This is an optimization exercise on Yosys and OpenROAD, whose aim is small area, not a production implementation. RTL that was checked went through simulation tests only; none was proved equivalent to the original. Power and IR drop assume default switching activity.

## hab360_rx
module hab360_rx (
    input  wire        clk,
    input  wire        rst,
    output wire        rx_poll,
    input  wire        rx_avail,
    input  wire [7:0]  rx_data,
    input  wire        tick,
    output reg  [2:0]  evt,
    output wire [1:0]  mal_cause,
    output wire        pkt_valid,
    output wire [15:0] rx_len,
    output wire [2:0]  rx_type,
    output wire [4:0]  rx_cid,
    output wire [31:0] rx_ts,
    input  wire [8:0]  rx_rd_addr,
    output wire [7:0]  rx_rd_data,
    output wire        val_valid,
    output wire [15:0] val_status,
    output wire        fwd_valid,
    output wire [7:0]  fwd_opcode,
    output wire [31:0] fwd_freq,
    output wire [31:0] fwd_bw,
    output wire [7:0]  fwd_sf,
    output wire [7:0]  fwd_cr,
    output wire [7:0]  fwd_sync,
    output wire [7:0]  fwd_power,
    output wire [15:0] fwd_preamble,
    output wire [31:0] fwd_climit,
    output wire [31:0] fwd_unix,
    input  wire        rsp_valid
);
    localparam [2:0] EVT_IDLE      = 3'd0;
    localparam [2:0] EVT_PARTIAL   = 3'd1;
    localparam [2:0] EVT_COMPLETE  = 3'd2;
    localparam [2:0] EVT_MALFORMED = 3'd3;
    localparam [2:0] EVT_TIMEOUT   = 3'd4;
    localparam [1:0] MAL_NONE      = 2'd0;
    localparam [1:0] MAL_BAD_END   = 2'd1;
    localparam [1:0] MAL_OVERFLOW  = 2'd2;
    localparam [1:0] MAL_SHORT     = 2'd3;
  ...
Size in the first run: ~4500 cells after synthesis, ~2200 flip-flops, roughly 300 I/O pins.
==> flow/config.mk <==
export PLATFORM = sky130hd
export DESIGN_NAME = hab360_rx
export DESIGN_NICKNAME = hab360_rx
export VERILOG_FILES = /design/flow/design.v
export SDC_FILE = /design/flow/constraint.sdc
export NUM_CORES = 8
export LEC_CHECK = 0
export CAP_MARGIN = 10
export CORE_MARGIN = 2
export CORE_UTILIZATION = 60
export GPL_TIMING_DRIVEN = 0
export SETUP_SLACK_MARGIN = 0.5
export SLEW_MARGIN = 10
==> flow/constraint.sdc <==
create_clock -name core_clock -period 15.0 [get_ports {clk}]
set_input_delay 3.0000 -clock core_clock [delete_from_list [all_inputs] [get_ports {clk}]]
set_output_delay 3.0000 -clock core_clock [all_outputs]
set_load 0.01 [all_outputs]
standard.sh (not shown) runs the stock make flow with config.mk's settings and CLKGATE_MAP_FILE= SYNTH_SCRIPT=/design/flow/synth_recipe.tcl, a recipe that flattens the netlist after the stock synthesis.
==> flow/flow/run.sh <==
#!/bin/bash
# Own layout flow: the standard ORFS flow (standard.sh), changed only in
# how the layout is made:
#  - synthesis maps the logic with area-oriented ABC scripts instead of
#    ORFS's speed script: the synthesis runs once per script abc_[a-d].script
#    (in syn_*/), and the one with the smallest cell area is rerun for the
#    layout (abc_z.script if all of them fail).  Every other synthesis step,
#    and so every register, is the standard synthesis's;
#  - the port buffers that global placement inserts are sky130_fd_sc_hd__buf_1
#    (the resizer may still upsize them);
#  - repair_design (placement and global routing) builds its buffer trees
#    from the small buffers only (no_big_bufs.tcl);
#  - CTS clusters up to 16 sinks per clkbuf_8 and adds no dummy loads.
# Each tool's output goes to a log file in this folder or under orfs/logs.
set -uo pipefail
W=$(pwd)
F=$W/flow
{ head -n 1 synth_recipe.tcl; cat "$F/abc_proc.tcl"; tail -n +2 synth_recipe.tcl; } > own_synth.tcl
sed "s#SYNTH_SCRIPT=[^ ]*synth_recipe.tcl#SYNTH_SCRIPT=$W/own_synth.tcl#" standard.sh > own_standard.sh
if ! grep -q "SYNTH_SCRIPT=$W/own_synth.tcl" own_standard.sh; then
  echo "could not point standard.sh at own_synth.tcl" >&2
  exit 1
fi
export BUFFER_PORTS_ARGS="-buffer_cell sky130_fd_sc_hd__buf_1"
export PRE_RESIZE_TCL=$F/no_big_bufs.tcl
export PRE_GLOBAL_ROUTE_TCL=$F/no_big_bufs.tcl
export CTS_ARGS="-sink_clustering_enable -repair_clock_nets -dont_use_dummy_load -buf_list sky130_fd_sc_hd__clkbuf_8 -sink_clustering_size 16 -sink_clustering_max_diameter 60"

# Trial synthesis with each ABC script, in parallel.
for s in a b c d; do
  sed "s#WORK_HOME=$W/orfs #WORK_HOME=$W/syn_$s #" own_standard.sh > own_standard_$s.sh
  ( OWN_ABC_SCRIPT=$F/abc_$s.script bash own_standard_$s.sh synth > own_synth_$s.log 2>&1 ) &
done
wait
best=z; best_area=
for s in a b c d; do
  st=$W/syn_$s/reports/$FLOW_PLATFORM/hab360_rx/base/synth_stat.txt
  a=$(grep -s "Chip area for module" "$st" | awk '{print $NF}')
  echo "abc_$s.script: ${a:-failed}" | tee -a own_synth_choice.log
  if [[ -n "$a" ]] && { [[ -z "$best_area" ]] || awk -v x="$a" -v y="$best_area" 'BEGIN{exit !(x < y)}'; }; then
    best=$s; best_area=$a
  fi
done
echo "chosen: abc_$best.script" | tee -a own_synth_choice.log

export OWN_ABC_SCRIPT=$F/abc_$best.script
bash own_standard.sh > own_standard.log 2>&1
status=$?
tail -n 20 own_standard.log
exit $status
Other scripts of this flow, unchanged in this note and not shown: flow/flow/abc_a.script, flow/flow/abc_b.script, flow/flow/abc_c.script, flow/flow/abc_d.script, flow/flow/abc_proc.tcl, flow/flow/abc_z.script, flow/flow/no_big_bufs.tcl
Rerun with:
--- a/flow/design.v
+++ b/flow/design.v
@@ -255,15 +255,13 @@
             always @(posedge clk)
                 if (sh_en) sh[k] <= sh[k-1];
         end
     endgenerate
     wire       is274  = (idx_q == 9'd274);
     wire [8:0] top    = {idx_q[8:2], is274 ? 2'b01 : idx_q[1:0]};    
-    wire [9:0] sdiff  = {1'b0, top} + {1'b0, ~rx_rd_addr};
-    wire [8:0] sidx   = sdiff[8:0];
-    wire       sh_in  = sdiff[9];
+    wire [8:0] sidx   = top + ~rx_rd_addr;                           
     wire [7:0] lo_or [0:FIRST_SH];
     assign lo_or[0] = 8'h00;
     generate
         for (k = 0; k < FIRST_SH; k = k + 1) begin : g_lo
             assign lo_or[k+1] = lo_or[k] | (rxbuf[k] & {8{rx_rd_addr == k}});
         end
@@ -298,24 +296,23 @@
     assign sh_or[0] = 8'h00;
     generate
         for (k = 0; k < 16; k = k + 1) begin : g_lo_or
             assign sh_or[k+1] = sh_or[k] | (low_val[k] & {8{low_sel[k]}});
         end
     endgenerate
+    wire in_frame = (rx_rd_addr < idx_q);
     wire rd_lo    = (rx_rd_addr < FIRST_SH);
     wire rd_end   = (rx_rd_addr == 9'd273);
-    wire [7:0] rd_any = rd_lo  ? lo_or[FIRST_SH] :
-                        rd_end ? {1'b0, {7{is274}}} :
-                                 sh_or[16] & {8{sh_in}};
+    wire [7:0] rd_any = rd_lo ? lo_or[FIRST_SH] : rd_end ? 8'h7F : sh_or[16];
     assign pkt_valid  = pkt_valid_q;
     assign mal_cause  = mal_cause_q;
     assign rx_len     = {7'd0, idx_q};
     assign rx_type    = rxbuf[1][7:5];
     assign rx_cid     = rxbuf[1][4:0];
     assign rx_ts      = {rxbuf[4], rxbuf[5], rxbuf[6], rxbuf[7]};
-    assign rx_rd_data = rd_any;
+    assign rx_rd_data = rd_any & {8{in_frame}};
     wire [19*8-1:0] pbytes;
     assign pbytes[7:0] = rxbuf[8];
     generate
         for (k = 1; k < 19; k = k + 1) begin : g_pay
             assign pbytes[8*k +: 8] = ~sh[18 - k];
         end
=> The new run completed with no timing, DRC or antenna violations. Setup slack is better by 0.096 ns. Area after synthesis barely changes. Fmax rises slightly. Combinational power is higher by roughly a tenth. Worst hold slack degrades by 0.0082 ns. Routed wire length climbs by a few percent. Final area went up slightly. Count of clock-buffer cells in the layout does not change. Total power hardly moves. Final cell count went up slightly.
The RTL of the second run of this note was laid out without a check of its function.

-- re-timing with driven ports --
In the flow no input, the clock included, has a driving cell. The finished layouts below were timed again as built, in two steps.
Step 1: set_driving_cell puts a clkbuf_16 on clk and a buf_2 on each other input, an assumption about the parent block.
Step 2, shift: input delay + t, output delay - t, t = (earliest + latest rising clock arrival at the registers) / 2. This alone moves slack from input paths to output paths.
Slacks: no drivers / after step 1 / after step 2; pairs: no drivers / after step 1.
run	shift t [ns]	slack for setup (ns)	worst setup path at the end	worst data-port slew with drivers (ns)
the first run	0.976	1.487 / 1.460 / 1.460	input to output	0.05
the second run	0.966	1.583 / 1.517 / 1.517	input to output	0.09
After both steps every run listed still meets setup and hold. For the second run, which loses most, drivers alone change the setup slack by -0.066 ns; drivers and shift together by -0.066 ns.
